This design comes from an exercise in tuning for small area, a short achievable clock period and few clock cycles on the open sky130 flow, not from production work.
Function was checked by simulation only, so behaviour that the tests miss may differ from the original.

==> flow/design.v (excerpt) <==
module flowtex_core (
    input  wire         clk,
    input  wire         rst,
    input  wire         cmd_valid,
    input  wire [7:0]   cmd,
    output wire         cmd_ready,
    input  wire [255:0] frame_in,
    input  wire [23:0]  raw_flow_in,
    input  wire [23:0]  raw_range_in,
    input  wire [31:0]  alpha_in,
    input  wire [7:0]   order_in,
    input  wire [31:0]  value_in,
    output reg          rsp_valid,
    output reg  [1:0]   rsp_status,
    output wire [31:0]  rsp_value,
    output reg          df_valid,
    output reg  [23:0]  df_flow,
    output reg  [15:0]  df_temp,
    output reg  [23:0]  df_range,
    output reg  [79:0]  df_serial,
    output reg  [31:0]  df_fwver,
    output reg  [31:0]  df_fwcs,
    output reg  [31:0]  cfg_alpha,
    output wire [7:0]   cfg_order
);
    localparam integer  MAX_ORDER     = 8;
    localparam [31:0]   DEFAULT_ALPHA = 32'h3F000000;    
    localparam [31:0]   DEFAULT_OM    = 32'h3F000000;    
    localparam [3:0]    DEFAULT_ORDER = 4'd1;
    localparam [31:0]   ONE           = 32'h3F800000;
    localparam [1:0] ST_OK = 2'd0, ST_CHECKSUM = 2'd1, ST_CFG_IGNORED = 2'd2,
                     ST_ILLEGAL = 2'd3;
    localparam [7:0] OP_DECODE = 8'h01, OP_CONVERT = 8'h02, OP_CONFIGURE = 8'h03,
                     OP_RESET = 8'h04, OP_PROCESS = 8'h05, OP_GETVALUE = 8'h06;
    localparam [1:0] R_ZERO = 2'd0, R_CACHED = 2'd1, R_CONV = 2'd2;
    reg        st_cv;                       
    reg        st_pa;                       
    reg        st_pb;                       
    reg        st_pc;                       
    wire       idle = !(st_cv || st_pa || st_pb || st_pc);
    reg        init;                        
    reg [31:0] cached;
    reg [31:0] stage [0:MAX_ORDER-1];
    reg [MAX_ORDER-1:0] zs;                 
    reg [3:0]  order;
    reg [31:0] om;                          
  ...
Size in the first run: ~9,400 cells after synthesis, ~690 flip-flops, about 670 I/O pins, roughly 79,000 um2 of cells after synthesis.
export LEC_CHECK = 0
export CAP_MARGIN = 20
export CORE_MARGIN = 2
export CORE_UTILIZATION = 30
export SLEW_MARGIN = 20
create_clock -name core_clock -period 25.0 [get_ports {clk}]
standard.sh (not shown) runs the stock make flow with config.mk's settings and CLKGATE_MAP_FILE= SYNTH_SCRIPT=/design/flow/synth_recipe.tcl, a recipe that flattens the netlist after the stock synthesis.
==> flow/flow/run.sh <==
#!/bin/bash
# Standard ORFS layout (the standard.sh, standard synthesis unchanged)
# with these changes to how the layout is made:
#  - core utilisation 40 (the default), above the design's 30
#  - port buffers of the smallest buffer cell
set -euo pipefail
bash standard.sh \
    CORE_UTILIZATION=40 \
    SETUP_SLACK_MARGIN=12 \
    TNS_END_PERCENT=10 \
    SLEW_MARGIN=35 \
    CAP_MARGIN=35 \
    "BUFFER_PORTS_ARGS=-buffer_cell sky130_fd_sc_hd__buf_1" \
    finish > make.log 2>&1
The baseline finished clean.
Testbench counts at the start, summed over its fixed seeds: cycles 26,048.
==> next run, changes <==
--- a/flow/flow/run.sh
+++ b/flow/flow/run.sh
@@ -8,3 +8,3 @@
     CORE_UTILIZATION=40 \
-    SETUP_SLACK_MARGIN=12 \
+    SETUP_SLACK_MARGIN=14 \
     TNS_END_PERCENT=10 \
ABC_AREA = 1   (was default)
CORE_UTILIZATION = 40   (was 30)
Critical path depth grows by 29.
First-iteration DRC count shrinks by 9.4%.
Utilization grows by 2.2 points.
Setup slack improves by 1.5 ns.
Clock-buffer cell count grows by 7.
Global-route usage shrinks by 1.2 points.
Area after synthesis shrinks by 4.2%.
==> next run, changes <==
--- a/flow/flow/run.sh
+++ b/flow/flow/run.sh
@@ -8,3 +8,3 @@
     CORE_UTILIZATION=40 \
-    SETUP_SLACK_MARGIN=14 \
+    SETUP_SLACK_MARGIN=12 \
     TNS_END_PERCENT=10 \
Result: The changed run ran to the end with no violations. Design area falls by 9.3%. Sequential share of layout area increases by 1.8 points. Wire length went down by about 4.4%. Cell count shrinks by 3.2%.
==> next run, changes <==
--- a/flow/flow/run.sh
+++ b/flow/flow/run.sh
@@ -8,3 +8,3 @@
     CORE_UTILIZATION=40 \
-    SETUP_SLACK_MARGIN=12 \
+    SETUP_SLACK_MARGIN=14 \
     TNS_END_PERCENT=10 \
ABC_AREA = default   (was 1)
CORE_UTILIZATION = 30   (was 40)
Fmax hardly moves.
Hold slack gets better by 0.0077 ns.
First-iteration DRC count came out higher by 21%.

static timing again, ports no longer ideal:
In the flow no input, the clock included, has a driving cell. The finished layouts below were timed again as built, in two steps.
Step 1 sets driving cells, clkbuf_16 on the clock port and buf_2 on the other inputs (assumed; they add their load-dependent delay and slew).
Step 2 also shifts input and output timing later by t, the mid clock arrival at the registers, as if the neighbouring blocks saw the same clock.
a / b / c = ideal / step 1 / step 2; a / b = the first two.
run	t (ns)	slack for setup (ns)	worst data-port slew with drivers (ns)	cell pins on the clock port's net
the first run	0.754	12.026 / 12.081 / 11.326	0.38	1
the second run	0.755	13.482 / 13.482 / 12.929	0.28	1
the third run	0.745	12.330 / 12.370 / 11.625	0.30	1
the fourth run	0.770	12.344 / 12.344 / 11.881	0.44	1
After both steps setup and hold are still met in every run listed. The setup slack of the third run, which loses most, moves by +0.040 ns with the drivers and by -0.705 ns with both steps.
